Background: an optimization exercise with open tools, aiming at small area and a short achievable clock period. Do not read the settings as production practice. In this exercise RTL edits were held to simulation tests only and were not proved equivalent to the original.

==> flow/design.v <==
module infoled_frame_encoder (
    input  wire [15:0] payload,
    output wire [1:0]  checksum,
    output wire [45:0] frame
);
    localparam [9:0] PREAMBLE = 10'h136;    
    assign checksum = payload[1:0]   ^ payload[3:2]   ^ payload[5:4]   ^ payload[7:6]
                    ^ payload[9:8]   ^ payload[11:10] ^ payload[13:12] ^ payload[15:14];
    genvar i;
    assign frame[9:0] = PREAMBLE;
    generate
        for (i = 0; i < 2; i = i + 1) begin : g_ck
            assign frame[10 + 2*i] =  checksum[i];
            assign frame[11 + 2*i] = ~checksum[i];
        end
        for (i = 0; i < 16; i = i + 1) begin : g_pl
            assign frame[14 + 2*i] =  payload[i];
            assign frame[15 + 2*i] = ~payload[i];
        end
    endgenerate
endmodule
module infoled_pattern_clock (
    input  wire [1:0]  pattern,
    input  wire [31:0] elapsed,
    output reg  [7:0]  brightness,
    output reg         calib_active,
    output reg  [3:0]  calib_index,
    output reg         frame_active,
    output reg  [5:0]  frame_index
);
    localparam [31:0] SLOT             = 32'd8333;
    localparam [31:0] CALIB_W          = 32'd83330;
    localparam [31:0] BURST_END        = 32'd466648;
    localparam [31:0] PERIOD_CONSTANT  = 32'd383318;
    localparam [31:0] PERIOD_FASTBLINK = 32'd1000000;
    localparam [31:0] PERIOD_SLOWBLINK = 32'd2000000;
    localparam [31:0] PERIOD_BREATHING = 32'd2000000;
    localparam [31:0] HALF_BREATHING   = 32'd1000000;
    localparam [31:0] QUARTER_BREATHING = 32'd500000;
    wire [31:0] t_const = elapsed % PERIOD_CONSTANT;
    wire [31:0] t_fast  = elapsed % PERIOD_FASTBLINK;
    wire [31:0] t_slow  = elapsed % PERIOD_SLOWBLINK;
    wire [31:0] t_breat = elapsed % PERIOD_BREATHING;
    wire [31:0] br_rise = ((32'd255 * t_breat) / HALF_BREATHING) / 32'd2;
    wire [31:0] br_fall = ((32'd255 * (PERIOD_BREATHING - t_breat)) / HALF_BREATHING) / 32'd2;
    wire [7:0]  br      = (t_breat < HALF_BREATHING) ? br_rise[7:0] : br_fall[7:0];
    wire [31:0] u_breat = (t_breat + QUARTER_BREATHING) % HALF_BREATHING;
    reg  [31:0] s;
    reg         burst_on;
    wire [31:0] const_index = t_const / SLOT;
    wire [31:0] burst_calib_index = s / SLOT;
    wire [31:0] burst_frame_index = (s - CALIB_W) / SLOT;
    always @* begin
        s        = 32'd0;
        burst_on = 1'b0;
        case (pattern)
            2'b01: begin s = t_fast;  burst_on = (t_fast < PERIOD_FASTBLINK / 2); end
            2'b10: begin s = t_slow;  burst_on = (t_slow < PERIOD_SLOWBLINK / 2); end
            2'b11: begin s = u_breat; burst_on = 1'b1; end
            default: begin s = 32'd0; burst_on = 1'b0; end
        endcase
    end
    always @* begin
        brightness   = 8'd0;
        calib_active = 1'b0;
        calib_index  = 4'd0;
        frame_active = 1'b0;
        frame_index  = 6'd0;
        if (pattern == 2'b00) begin
            brightness   = 8'd255;
            frame_active = 1'b1;
            frame_index  = const_index[5:0];
        end else begin
            if (pattern == 2'b11)
                brightness = br;
            else
                brightness = burst_on ? 8'd255 : 8'd0;
            if (burst_on) begin
                if (s < CALIB_W) begin
                    calib_active = 1'b1;
                    calib_index  = burst_calib_index[3:0];
                end else if (s < BURST_END) begin
                    frame_active = 1'b1;
                    frame_index  = burst_frame_index[5:0];
                end
            end
        end
    end
endmodule
module infoled_core (
    input  wire        clk,
    input  wire        rst,
    input  wire [31:0] now_us,
    input  wire        cmd_valid,
    input  wire [18:0] cmd_word,
    input  wire [5:0]  sym_rd_addr,
    output wire        out_symbol_value,
    output wire [7:0]  out_brightness,
    output wire        out_flatten,
    output wire [7:0]  ri_brightness,
    output wire        ri_calib_active,
    output wire [3:0]  ri_calib_index,
    output wire        ri_frame_active,
    output wire [5:0]  ri_frame_index,
    output wire [1:0]  checksum,
    output wire [15:0] payload_q,
    output wire [31:0] epoch_q,
    output wire [4:0]  status,
    output wire        sym_rd_data,
    output wire        sym_rd_valid
);
    localparam [2:0] OP_NOP        = 3'b000;
    localparam [2:0] OP_LOAD       = 3'b001;
    localparam [2:0] OP_SELECT     = 3'b010;
    localparam [2:0] OP_ENABLE     = 3'b011;
    localparam [2:0] OP_DISABLE    = 3'b100;
    localparam [2:0] OP_CLEAR_ERR  = 3'b101;
    reg [15:0] payload;
    reg [1:0]  pattern;
    reg        en;
    reg [31:0] epoch;
    reg        err_busy;
    reg        err_illegal;
    wire [2:0]  op   = cmd_word[18:16];
    wire [15:0] data = cmd_word[15:0];
    always @(posedge clk) begin
        if (rst) begin
            payload     <= 16'h0000;
            pattern     <= 2'b00;
            en          <= 1'b0;
            epoch       <= 32'd0;
            err_busy    <= 1'b0;
            err_illegal <= 1'b0;
        end else if (cmd_valid) begin
            case (op)
                OP_NOP: ;
                OP_LOAD: begin
                    if (!en) payload  <= data;
                    else     err_busy <= 1'b1;
                end
                OP_SELECT: begin
                    if (!en) pattern  <= data[1:0];
                    else     err_busy <= 1'b1;
                end
                OP_ENABLE: begin
                    en    <= 1'b1;
                    epoch <= now_us;
                end
                OP_DISABLE:   en <= 1'b0;
                OP_CLEAR_ERR: begin
                    err_busy    <= 1'b0;
                    err_illegal <= 1'b0;
                end
                default: err_illegal <= 1'b1;
            endcase
        end
    end
    wire [45:0] frame;
    infoled_frame_encoder u_enc (
        .payload  (payload),
        .checksum (checksum),
        .frame    (frame)
    );
    wire [31:0] elapsed = now_us - epoch;
    wire [7:0]  tick_brightness;
    wire        tick_calib_active;
    wire [3:0]  tick_calib_index;
    wire        tick_frame_active;
    wire [5:0]  tick_frame_index;
    infoled_pattern_clock u_clk (
        .pattern      (pattern),
        .elapsed      (elapsed),
        .brightness   (tick_brightness),
        .calib_active (tick_calib_active),
        .calib_index  (tick_calib_index),
        .frame_active (tick_frame_active),
        .frame_index  (tick_frame_index)
    );
    assign ri_brightness   = en ? tick_brightness   : 8'd0;
    assign ri_calib_active = en ? tick_calib_active : 1'b0;
    assign ri_calib_index  = en ? tick_calib_index  : 4'd0;
    assign ri_frame_active = en ? tick_frame_active : 1'b0;
    assign ri_frame_index  = en ? tick_frame_index  : 6'd0;
    wire frame_sym = (ri_frame_index < 6'd46) ? frame[ri_frame_index] : 1'b0;
    assign out_symbol_value = ri_calib_active ? ri_calib_index[0] :
                              ri_frame_active ? frame_sym : 1'b0;
    assign out_brightness   = ri_brightness;
    assign out_flatten      = ~(ri_calib_active | ri_frame_active);
    assign sym_rd_valid = (sym_rd_addr < 6'd46);
    assign sym_rd_data  = sym_rd_valid ? frame[sym_rd_addr] : 1'b0;
    assign payload_q = payload;
    assign epoch_q   = epoch;
    assign status    = {pattern, err_illegal, err_busy, en};
endmodule
==> flow/run.sh <==
#!/bin/bash
# synth_recipe.tcl (not shown) runs the flow's synth.tcl, then flattens the netlist and writes it again
# the make line also repeats each setting of config.mk as NAME=value (left out here)
make -C /OpenROAD-flow-scripts/flow DESIGN_CONFIG=/design/flow/config.mk WORK_HOME=/design/flow/orfs CLKGATE_MAP_FILE= SYNTH_SCRIPT=/design/flow/synth_recipe.tcl finish
==> flow/config.mk <==
export PLATFORM = sky130hd
export DESIGN_NAME = infoled_core
export DESIGN_NICKNAME = infoled_core
export VERILOG_FILES = /design/flow/design.v
export SDC_FILE = /design/flow/constraint.sdc
export NUM_CORES = 4
export LEC_CHECK = 0
export ABC_AREA = 1
export CAP_MARGIN = 20
export CORE_MARGIN = 2
export CORE_UTILIZATION = 55
export SLEW_MARGIN = 20
==> flow/constraint.sdc <==
create_clock -name core_clock -period 200.0 [get_ports {clk}]
set_input_delay 40.0000 -clock core_clock [delete_from_list [all_inputs] [get_ports {clk}]]
set_output_delay 40.0000 -clock core_clock [all_outputs]
set_load 0.01 [all_outputs]
==> notes.md <==
## registers in the layout, indices dropped and copies added, names as in the netlist
signal,cells
epoch,32
pattern,2
en,1
err_busy,1
payload,16
err_illegal,1
## routing by layer
| metal | global-route usage [%] | up-vias |
|---|---|---|
| met5 | 0 | - |
| li1 | - | 70900 |
| met4 | 9.75 | 2 |
| met1 | 48.5 | 62700 |
| met2 | 54.8 | 4502 |
| met3 | 2.79 | 632 |
## final timing paths
path | endpoint | startpoint | slack, ns
worst min register to register | epoch[17]$_SDFFE_PP0P_ | epoch[17]$_SDFFE_PP0P_ | 0.49
worst max register to register | payload[3]$_SDFFE_PP0P_ | en$_SDFFE_PP0P_ | 198.20
worst min-delay path | epoch[17]$_SDFFE_PP0P_ | epoch[17]$_SDFFE_PP0P_ | 0.49
worst max-delay path | out_symbol_value | now_us[0] | 48.62
## layout make-up
cell class                 count  area (µm²)  area share [%]
clock buffer                   5         125           0.100
clock inverter                 3        28.8          0.0231
inverter                    3539       14000            11.2
multi-input combinational  18600      104000            83.3
sequential                    53        1060           0.851
tap                         2975        3720            2.99
timing repair buffer         203        1890            1.52
## through the flow
step,util (%),worst slack [ns]
floorplan,-,72.75
global placement,55.9,48.84
detailed placement,55.9,49.52
CTS,56.0,49.26
global route,56.0,39.44
finish,56.0,48.62
## cell families (layout without fill, tap and decap cells)
kind of cell,after synthesis,in the layout,synth area share [%]
mux,6,6,0.0508
buf+inv,3929,3750,14.9
simple gates,15400,15400,62.4
xor+xnor,916,916,6.93
compound gates,1768,1768,8.71
flops,53,53,0.861
fa+ha+maj,451,451,6.14
## worst max-delay path, delay by kind of cell
kind / cells / cell delay, ns
simple gates: 250 / 46.64
buf+inv: 38 / 8.64
xor+xnor: 13 / 4.60
compound gates: 42 / 9.76
fa+ha+maj: 5 / 1.49
## cells in the final DEF (no fill, tap or decap), types with 37 or more instances in the layout
cell type,count
nor3_1,300
a21oi_1,575
nor4_1,73
buf_4,57
nand4_1,624
nor2_4,118
clkdlybuf4s50_1,146
a21oi_2,48
nand2_1,6812
xor2_1,729
inv_2,411
nand3_1,2381
clkinv_1,92
o21ai_2,55
inv_1,2914
o21bai_1,72
xnor2_1,124
nand2_4,586
nand3_4,37
nand3_2,299
nor2_1,2092
xor2_2,55
o211ai_1,43
fa_1,256
o21ai_0,523
nor2_2,352
a31oi_1,43
o21ai_1,130
nand2_2,1378
nand3b_1,129
ha_1,194
dfxtp_1,53
==> impl_metrics.ini <==
[cts]
clk_pin_slew_ns = 0.09
cts_resized = 0
hold_buffers = 0
htreeDepth = 2
clockBufferDepth = 2
clk-insertion-delay-late_ns = 0.34
root_buffer = clkbuf_16
cts_buffers = 5
cts.sinks = 53
cts_tree = done
post_cts_buffers = 0

[final_layout]
num-nets-final = 22900
drive_above_1_share_pct = 16.9
n_antenna_cell = 0
final_cells = 25400
area.growth.synth_to_final_pct = 1.18
fill_cells = 24400
final_area_um2 = 125000

[synth]
synthArstFlopShare_pct = 0
synth_top_cell_by_area = nand2_1
yosys_warnings = 2
ys.flop_type = dfxtp_1
synth_most_common_cell = nand2_1
syn_inst = 22600
synth_edf_count = 0
synth_area_leaders = nand2_1, nand3_1, inv_1
syn_area_um2 = 123000
syn_nets = 23100
synth_area_per_cell_um2 = 5.46
synth.top_cell.area_share_pct = 20.8
synth_seq_area_share_pct = 0.861
synth_commonest_cells = nand2_1, inv_1, nand3_1
ys_seq_elements = 53
ys_types = 126

[sta]
rsz0062_at_grt = false
worst_slew_pin_slew_ns = 1.17
final_max_slew_viol_count = 0
fin_crit_sh_pct = 75.7
holdWs_ns = 0.485
slew_headroom_pct = 20.8
hold_viol = 0
fin_skew_ns = 0.0138
fmax_mhz = 6.61
setup_viol = 0
finalCriticalPeriod_ns = 151.38
tns_ns = 0

[grt]
grt_max_degree = 64
grt_overflow = 0
grt_pass1_vias = 125000
antenna_found_initial = 2
grtUsageTotal_pct = 34.2
grt_pass1_wl_mm = 657

[placed_design]
dpl.cell_count = 25300
io_buffers = 146
gp_congestion = 1.01
hpwl_mm = 345
placed_cell_area_um2 = 124000

[setup_path]
cp.required_ns = 160.00
path_class = in -> out
slowest_stage = o21ai_0
critPathMostFrequentCell = nand2_1
end_kind = output pin
path_max_fanout = 38
cp.arrival_ns = 111.38
slowest_delay_ns = 0.96
startpoint_type = input pin
ff2ff_path_depth = 6

[flow_run]
cap_viol_max_count = 0

[detailed_routing]
drt_iter0_drc = 12100
wire_per_inst_um = 16.1
dr.pass1.iters = 10
highest_layer = met5
vias = 139000
wl_met1_mm = 191
final_antenna_net_count = 0
wl_met2_mm = 176
wl_met3_mm = 26.8
via_per_inst = 5.47
wl_mm = 407
drc_errors = 0

[floorplan]
die_height_um = 477
die_w_um = 477
die-area_um2 = 228000
rows = 173
ioPinCount = 147
core_um2 = 223000
initial_core_util_pct = 55.4

[status]
outcome = no timing/DRC/antenna violations

[min_path]
hold_class = reg -> reg
hold_depth = 2

separate check: timing with driven ports:
How much do the figures lean on ideal ports? The routed layout below was timed once more, with nothing changed but the port constraints. Step 1 assumes that a clkbuf_16 drives the clock port and a buf_2 every other input. Step 2 moves the port delays by t, midway between the first and last clock arrival at a register: inputs arrive t later, outputs are due t later. That takes back most of the time a late clock gives input paths. Slacks: ideal ports / drivers / drivers and shift; pairs: ideal ports / drivers.
t, ns: 0.388
slack for setup (ns): 48.620 / 48.591 / 48.591
hold slack, ns: 0.485 / 0.485 / 0.485
worst setup path at the end: input to output
cell pins on the clock port's net: 1
After both steps this run still meets setup and hold. The setup slack of this run moves by -0.029 ns with the drivers and by -0.029 ns with both steps.
